From an optimization exercise on the open Yosys and OpenROAD flow, aimed at small area, a short achievable clock period and few clock cycles; shortcuts taken in it are not production practice. Only simulation tests tie the RTL to the original design; equivalence was not proved. Power figures rest on the tool's default switching activity, not on a simulated workload.

Design spitfp_core, start of the top module:
module spitfp_core (
    input  wire       clk,
    input  wire       rst,         
    input  wire       in_valid,
    output wire       in_ready,
    input  wire [7:0] in_data,
    output wire       out_valid,
    input  wire       out_ready,
    output wire [7:0] out_data
);
For scale: ~5800 cells after synthesis, about 1600 flip-flops, ~22 I/O pins, about 69000 um^2 of cells after synthesis.
Settings: LEC_CHECK=0, CAP_MARGIN=20, CORE_MARGIN=2, CORE_UTILIZATION=40, CTS_CLUSTER_DIAMETER=80, CTS_CLUSTER_SIZE=20, PLACE_DENSITY=0.6, SETUP_SLACK_MARGIN=5.0, SLEW_MARGIN=20; clock period 8.0 ns.
run.sh (not shown) runs the stock make flow with config.mk's settings and CLKGATE_MAP_FILE= SYNTH_SCRIPT=/design/flow/synth_recipe.tcl, a recipe that flattens the netlist after the stock synthesis.
Testbench counts at the start, summed over its fixed seeds: cycles 161,280.
==> next run, changes <==
--- a/flow/design.v
+++ b/flow/design.v
@@ -72,51 +72,44 @@
     wire [31:0] c_brick = {c_brick_hi, c_brick_lo};
     reg [7:0]  c_brlet_lo;
     reg [23:0] c_brlet_hi;
     reg        c_brlet_pc;
     wire [31:0] c_brlet = {c_brlet_hi, c_brlet_lo};
     reg [7:0]  zero_run_lo;
     reg [23:0] zero_run_hi;
     reg        zero_run_pc;
     wire [31:0] zero_run = {zero_run_hi, zero_run_lo};
     reg [7:0] ib0, ib1;
-    reg [18:0] id0;             
+    reg [11:0] id0;             
     reg       iv0, iv1;
     reg       in_rdy;
     assign in_ready = in_rdy;
     wire in_fire = in_valid & in_rdy;
-    function [18:0] opdec;
+    function [11:0] opdec;
         input [7:0] x;
         begin
             opdec[0]  = (x == 8'h01);
             opdec[1]  = (x == 8'h02);
             opdec[2]  = (x == 8'h03);
             opdec[3]  = (x == 8'h04);
             opdec[4]  = (x == 8'h05);
             opdec[5]  = (x == 8'h06);
             opdec[6]  = (x == 8'h07);
             opdec[7]  = (x == 8'h08);
             opdec[8]  = (x == 8'h09);
             opdec[9]  = (x == 8'h0A);
             opdec[10] = (x == 8'h00) || (x > 8'h0A);
             opdec[11] = (x == 8'h00);
-            opdec[12] = (x == 8'h0B);
-            opdec[13] = (x == 8'h0C);
-            opdec[14] = (x == 8'h0D);
-            opdec[15] = (x == 8'h0E);
-            opdec[16] = (x == 8'h0F);
-            opdec[17] = (x == 8'h10);
-            opdec[18] = (x == 8'h11);
         end
     endfunction
-    wire [18:0] in_dec  = opdec(in_data);
-    wire [18:0] ib1_dec = opdec(ib1);
+    wire [11:0] in_dec  = opdec(in_data);
+    wire [11:0] ib1_dec = opdec(ib1);
     wire go;
     always @(posedge clk) begin
         if (rst) begin
             iv0 <= 1'b0;
             iv1 <= 1'b0;
             in_rdy <= 1'b1;
         end else if (go) begin
             if (iv1) begin
                 ib0 <= ib1;
                 id0 <= ib1_dec;
@@ -264,26 +257,25 @@
     assign rv[8]  = {11'd0, baud_cfg};
     assign rv[9]  = {11'd0, baud_cur};
     assign rv[10] = {11'd0, baud_new};
     assign rv[11] = {31'd0, dyn_en};
     assign rv[12] = {11'd0, dyn_min};
     assign rv[13] = zero_run;
     assign rv[14] = last_send;
     assign rv[15] = {3'd0, rx_len, 3'd0, slot_rx_len, 3'd0, slot_tx_len, 3'd0, send_len};
     assign rv[16] = {25'd0, used};
     assign rv[17] = now_reg;
-    wire [17:0] b_is = {id0[18:12], id0[9:0], id0[11]};    
     reg [31:0] reg_val;
     always @(*) begin
         reg_val = 32'd0;
         for (k = 0; k < 18; k = k + 1)
-            if (b_is[k]) reg_val = reg_val | rv[k];
+            if (b == k) reg_val = reg_val | rv[k];
     end
     wire [7:0] r_byte = r_drain ? srx[r_idx] : r_cap[7:0];
     wire r_push = r_act && !ov1;
     wire [7:0] tx_seqb = (tx_src == TX_DATA) ? {seq_cur, tx_sl} : {4'd0, tx_sl};
     wire       tx_i1   = (tx_idx == 5'd1);
     wire       tx_last = txl;
     wire [7:0] txd_b   = tx_i1 ? tx_seqb : (tx_last ? tx_sum : pbuf[0]);
     wire [7:0] txa_b   = tx_i1 ? tx_seqb : tx_sum;
     wire [7:0] tx_b    = (tx_src == TX_IDLE) ? (tx_due ? {3'd0, send_len} :
                                                 (ack_owed ? 8'h03 : 8'h00)) :
@@ -291,21 +283,21 @@
     wire       tx_pl   = go_opc && o_tx && txp;
     wire s_fin = e_sd && sub_l;
     wire w_fin = e_w && kq[3];
     wire x_push = (go_opc && (o_tx || o_drain || o_inv)) ||
                   (iv0 && (e_rd || (e_sn && b_zero) || s_fin || (w_fin && !w_tick)));
     reg [7:0] x_byte;
     always @(*) begin
         if (e_opc)
             x_byte = o_tx ? tx_b : (o_drain ? {3'd0, slot_rx_len} : 8'h03);
         else if (e_rd)
-            x_byte = (|b_is) ? 8'd0 : 8'd3;
+            x_byte = (b <= 8'h11) ? 8'd0 : 8'd3;
         else if (e_sn)
             x_byte = 8'd2;
         else if (e_sd)
             x_byte = {6'd0, sub_st};
         else
             x_byte = (w_prop && !dyn_en) ? 8'd4 : 8'd0;
     end
     assign pv = x_push || r_push;
     assign pd = x_push ? x_byte : r_byte;
     wire [7:0] rbyte = rb[ra];
@@ -466,36 +458,36 @@
                 rx_state <= RX_SEEK;
                 rx_len   <= 5'd0;
             end else if (s_stopa) begin
                 rx_state <= RX_ACC;
                 rx_len   <= rq[4:0];
             end else begin
                 rx_state <= RX_FC;
                 rx_len   <= sL;
             end
         end
-        if (iv0 && w_fin && w_tick && baud_change && tx_src == TX_IDLE) begin
-            baud_cur    <= baud_new;
-            baud_change <= 1'b0;
-        end
         if ((iv0 && w_fin && w_tick && !sc_pend && (!sc_act || sc_stop)) || (t3_pend && sc_stop)) begin
             t3_pend <= 1'b0;
             if (send_len == 5'd0 && slot_tx_len != 5'd0) begin
                 send_len    <= slot_tx_len + 5'd3;
                 slot_tx_len <= 5'd0;
                 tx_sent     <= 1'b0;
                 tx_rel      <= 1'b0;
                 tx_due      <= 1'b1;
             end else if (send_len != 5'd0 && tx_sent && !tx_due &&
                          tx_src != TX_DATA && (t3_pend ? t3_to : t_to)) begin
                 tx_due <= 1'b1;
             end
+            if (baud_change && tx_src == TX_IDLE) begin
+                baud_cur    <= baud_new;
+                baud_change <= 1'b0;
+            end
         end else if (iv0 && w_fin && w_tick) begin
             t3_pend <= 1'b1;
             t3_to   <= t_to;
         end
         wr_pend <= iv0 && e_rx;
         wr_addr <= tail;
         wr_data <= b;
         if (wr_pend)
             rb[wr_addr] <= wr_data;
         if (sc_pend) begin
=>
- non-clock buffer count drops by 1
- fmax drops by 0.62%
- design area climbs by 1.4%
- combinational power drops by about 7%
- worst setup slack got worse by 0.019 ns
- first-iteration DRC count drops by 4.1%
- wire length climbs by 1.9%
- register-to-register slack got worse by 0.02 ns
- core utilization stays flat
- count of clock-buffer cells in the layout drops by 2
- final cell count climbs by 1.4%
- synthesized area climbs by 0.96%
- sequential share of layout area drops by 1.0 points
- global-route usage barely changes
Testbench counts after the change, summed over its fixed seeds: cycles 161,280.

[separate check: timing with driven ports]
How much do the figures lean on ideal ports? The routed layouts below were timed once more, with nothing changed but the port constraints.
Step 1 (the two cells are an assumption about what drives the block):
set clk [get_ports {clk}]
set_driving_cell -lib_cell sky130_fd_sc_hd__clkbuf_16 $clk
set_driving_cell -lib_cell sky130_fd_sc_hd__buf_2 [delete_from_list [all_inputs] $clk]
Step 2, shift: input delay + t, output delay - t, t = (earliest + latest rising clock arrival at the registers) / 2. This alone moves slack from input paths to output paths.
Slacks: ideal / step 1 / step 2; pairs: ideal / step 1.
run | shift t [ns] | setup slack, ns | clock arrival spread, ns | slew at the worst register clock pin (ns)
the first run | 0.820 | 4.968 / 4.968 / 4.284 | 0.075 / 0.074 | 0.09 / 0.09
the second run | 0.852 | 4.949 / 4.949 / 4.338 | 0.062 / 0.062 | 0.09 / 0.09
After both steps every run listed still meets setup and hold. The setup slack of the first run, which loses most, moves by 0.000 ns with the drivers and by -0.684 ns with both steps.
